This design comes from an exercise in tuning for small area, a short achievable clock period and few clock cycles on the open sky130 flow, not from production work. The RTL was checked by simulation tests, not by an equivalence proof against the original design.

## flow/design.v (module list and top-level ports; edited modules follow where they fit)
// module fp_lzc: 22 lines
// module fp_cadd: 50 lines
// module fp_addc: 50 lines
// module fp_carry: 45 lines
// module fp_cgroups: 40 lines
// module fp_subabs: 93 lines
// module fp_subexp: 18 lines
// module fp_accum: 73 lines
// module fp_sq: 92 lines
// module fp_sq_tree: 3885 lines
// module fp_fa: 10 lines
// module fp_divn: 113 lines
// module snr_power: 142 lines
module snr_power (
    input  wire        clk,
    input  wire        rst,
    input  wire        in_valid,
    output reg         in_ready,
    input  wire [63:0] in_x,
    input  wire [63:0] in_y,
    input  wire        in_last,
    output reg         out_valid,
    output reg  [63:0] out_sigpwr,
    output reg  [63:0] out_noisepwr
);
  // ...
==> flow/flow/run.sh <==
#!/bin/bash
# Layout flow: the standard flow (standard.sh, which runs the standard
# synthesis unchanged), with its timing repair asked for a setup margin so
# that it works the paths down towards a period well below the clock's, and
# the ports buffered with a plain buffer (buf_4) instead of the default pick.
# The constraints (clock, I/O delays, loads) are the design's own.
# make's full output goes to flow_make.log; ORFS keeps each step's log under
# orfs/logs.
set -euo pipefail
cd "$(dirname "$0")/.."
MARGIN=${MARGIN:-18.5}
bash standard.sh SETUP_SLACK_MARGIN="$MARGIN" TNS_END_PERCENT=100 \
    BUFFER_PORTS_ARGS="-buffer_cell sky130_fd_sc_hd__buf_4" finish > flow_make.log 2>&1
==> flow/standard.sh <==
#!/bin/bash
# synth_recipe.tcl (not shown) runs the flow's synth.tcl, then flattens the netlist and writes it again
# the make line also repeats each setting of config.mk as NAME=value (left out here)
make -C /OpenROAD-flow-scripts/flow DESIGN_CONFIG=/design/flow/config.mk WORK_HOME=/design/flow/orfs CLKGATE_MAP_FILE= SYNTH_SCRIPT=/design/flow/synth_recipe.tcl "${@:-finish}"
==> flow/config.mk <==
export PLATFORM = sky130hd
export DESIGN_NAME = snr_power
export DESIGN_NICKNAME = snr_power
export VERILOG_FILES = /design/flow/design.v
export SDC_FILE = /design/flow/constraint.sdc
export NUM_CORES = 8
export LEC_CHECK = 0
export ABC_AREA = 1
export CAP_MARGIN = 35
export CORE_MARGIN = 2
export CORE_UTILIZATION = 65
export SLEW_MARGIN = 35
export SYNTH_HIERARCHICAL = 1
export SYNTH_MINIMUM_KEEP_SIZE = 0
==> flow/constraint.sdc <==
create_clock -name core_clock -period 25.0 [get_ports {clk}]
set_input_delay 5.0000 -clock core_clock [delete_from_list [all_inputs] [get_ports {clk}]]
set_output_delay 5.0000 -clock core_clock [all_outputs]
set_load 0.01 [all_outputs]
==> flow_summary.ini, run 1 <==
[run_status]
status = no timing/DRC/antenna violations

[setup_path]
cp_max_fo = 33
cp.arrival_ns = 7.34
critPathSlowestCell = dfxtp_2

[die]
die_area_um2 = 320000
chipHeight_um = 566

[drt]
num_vias = 202886
drc = 0
top_layer_used = met5

[sta]
finalHoldViolCount = 0
fin_skew_ns = 0.0874

[finish]
drive_above_1_share_pct = 8.78
final_cell_mix = 9,203 x nand2_1, 2,616 x fa_1, 2,566 x inv_1, 2,277 x nand3_1, 1,860 x nor2_1
bufAreaShareNonClock_pct = 3.26
largest_class = multi-input combinational cells

[global_routing]
use_met1_pct = 59.4
busiest_layer = met2

[placement]
place_hpwl_mm = 566

[synthesis]
syn-cell-area_um2 = 205000

[clock_tree]
clk_pin_slew_worst_paths_ns = 0.06
Testbench counts, summed over its fixed seeds: cycles 25,434.
==> run 2, diff against run 1 <==
--- a/flow/config.mk
+++ b/flow/config.mk
@@ -8,7 +8,7 @@
 export ABC_AREA = 1
 export CAP_MARGIN = 35
 export CORE_MARGIN = 2
-export CORE_UTILIZATION = 65
+export CORE_UTILIZATION = 60
 export SLEW_MARGIN = 35
 export SYNTH_HIERARCHICAL = 1
 export SYNTH_MINIMUM_KEEP_SIZE = 0
==> run 2 against run 1 <==
Against the previous run:
- global-route usage fell by 2.9 points
- flip-flop and latch count did not move
- clock-buffer cell count fell by 3
- critical path depth fell by 14
- core utilization fell by 5.2 points
- worst hold slack got worse by 0.020 ns
- die area rose by 8.3%
- final area fell by 0.18%
- synthesized cell count did not move
==> flow_summary.ini, run 2 <==
[clock_tree]
clk_latency_ns = 0.94
tritoncts.num_buffers = 186
clockBufferDepth = 4
cts_tree = yes
hold_buffers = 0
cts.sinks = 1574
clk_pin_slew_worst_paths_ns = 0.07
htreeDepth = 4
root_buffer = clkbuf_16

[drt]
drt_iter0_drc = 25588
drc = 0
wl_mm = 793
num_vias = 198653
routedWlPerCell_um = 24.7
routed_via_density = 6.19
antenna_left = 0
first_pass_iters = 9

[die]
ios = 262
rows = 214
die_area_um2 = 347000
die_w_um = 589
design.core.area_um2 = 340000
chipHeight_um = 589
start_util_pct = 60.4

[sta]
post-route-period-util_pct = 25.8
tns_ns = 0
fin_skew_ns = 0.0765
rsz0062_at_grt = true
setup-violations-final = 0
finalHoldViolCount = 0
slew_viol_final = 0
period_needed_ns = 6.45
relSlewSlack_pct = 10.9
worst_pin_slew_ns = 1.32
clock.fmax_mhz = 155

[synthesis]
syn-cell-area_um2 = 205000
synthCells = 28292
syn_area_per_cell_um2 = 7.25
ys_warn_count = 13

[setup_path]
critPathKind = reg2out
start_kind = flip-flop
critPathMaxStageDelay_ns = 0.36
regToRegSetupSlack_ns = 18.61
cp_max_fo = 2
cp-startpoint = in_ready$_SDFF_PP1_
cp_num_cells = 1
critPathSlowestCell = dfxtp_4
reg2regPathDepth = 39
worstReg2RegStart = u_sub.x1[8]$_DFF_P_
critPathBufInv = 1
path_delay_family = flip-flops
cp.required_ns = 20.00
path_cells = buf_6
worstReg2RegEnd = u_sub.frac[45]$_DFF_P_
critPathCapture = in_ready
endpoint_kind = output pin
cp.arrival_ns = 1.45

[placement]
place_hpwl_mm = 581
portBuffers = 259
gp_congestion = 1.07

[finish]
final_cell_mix = 9,210 x nand2_1, 2,617 x fa_1, 2,574 x inv_1, 2,282 x nand3_1, 1,856 x nor2_1
drive_above_1_share_pct = 8.56
fin_util_pct = 62.8
syn_to_final_growth_pct = 3.99
mostFrequentLayoutCell = nand2_1
final_nets = 30683
top_regs = x0 x64, y0 x64

[global_routing]
grt_max_degree = 136
grt_pass1_vias = 192474
grt.overflow.total = 0
antenna_found_initial = 37
grt_use_total_pct = 44.4
grt_pass1_wl_mm = 1170

[run]
maxCapViolCount = 0

[run_status]
status = no timing/DRC/antenna violations

[min_path]
worstHoldPathType = reg2reg
## run 2: area by class of cell
| class | instances | area (um2) |
|---|---|---|
| antenna | 18 | 45.0 |
| clock buffer | 230 | 5150 |
| clock inverter | 113 | 1270 |
| fill | 31211 | 127000 |
| inverter | 2722 | 10500 |
| multi-input combinational | 22209 | 149000 |
| sequential | 1574 | 35000 |
| tap | 4536 | 5680 |
| timing repair buffer | 677 | 6190 |
| timing repair inverter | 11 | 95.1 |
## run 2: worst min path at each step
stage                                   start                  end  slack, ns  depth (start not counted)
after global routing      u_sqx.zero1$_DFF_P_  u_sqx.zero2$_DFF_P_       0.31                          0
final                     u_sqx.zero1$_DFF_P_  u_sqx.zero2$_DFF_P_       0.31                          0
after CTS                 u_sqx.zero1$_DFF_P_  u_sqx.zero2$_DFF_P_       0.30                          0
after detailed placement        lp[2]$_DFF_P_        lp[3]$_DFF_P_       0.31                          0
after global placement     u_sub.nan1$_DFF_P_    u_sub.nan$_DFF_P_       0.31                          0
after floorplan                 lp[1]$_DFF_P_        lp[2]$_DFF_P_       0.31                          0
## run 2: routing by layer
metal | GRT usage, % | wire, um
met1 | 56.9 | 295000
met5 | 0.205 | 345
met3 | 13.0 | 104000
met4 | 25.5 | 56100
met2 | 66.8 | 337000
## run 2: stage by stage
step | cell area, um2 | std cells | hold slack (ns) | setup slack, ns
after floorplan | 206000 | 28448 | 0.310 | 19.33
after global placement | 202000 | 31535 | 0.313 | 16.16
after detailed placement | 202000 | 31535 | 0.314 | 16.47
after CTS | 210000 | 31962 | 0.304 | 18.42
after global routing | 213000 | 32081 | 0.311 | 18.35
final | 213000 | 32090 | 0.305 | 18.55
## run 2: timing repair
item                       in CTS  in global routing
resized for setup             226                458
buffers inserted               53                 87
cloned                         31                 21
setup endpoints to repair     487                511
pin swaps                      23                 66

[port drivers added, routing unchanged]
No port has a modelled driver above. Below, the same layouts with a new extraction and two added sets of constraints. Step 1 (the two cells are an assumption about what drives the block):
set clk [get_ports {clk}]
set_driving_cell -lib_cell sky130_fd_sc_hd__clkbuf_16 $clk
set_driving_cell -lib_cell sky130_fd_sc_hd__buf_2 [delete_from_list [all_inputs] $clk]
Step 2 adds t to the input delays and takes it off the output delays; t is the mean of the earliest and latest rising clock arrival at the registers after step 1. Input paths then give back, and output paths get back, about the clock's delay inside the block. a / b / c = ideal / step 1 / step 2; a / b = the first two.
run	t (ns)	setup slack, ns	hold slack, ns	worst setup path at the end	pins driven straight from the clock port
run 1	1.042	18.492 / 18.439 / 18.492	0.325 / 0.325 / 0.325	register to register	1
run 2	1.046	18.551 / 18.429 / 18.609	0.305 / 0.305 / 0.305	register to register	1
After both steps every run listed still meets setup and hold.
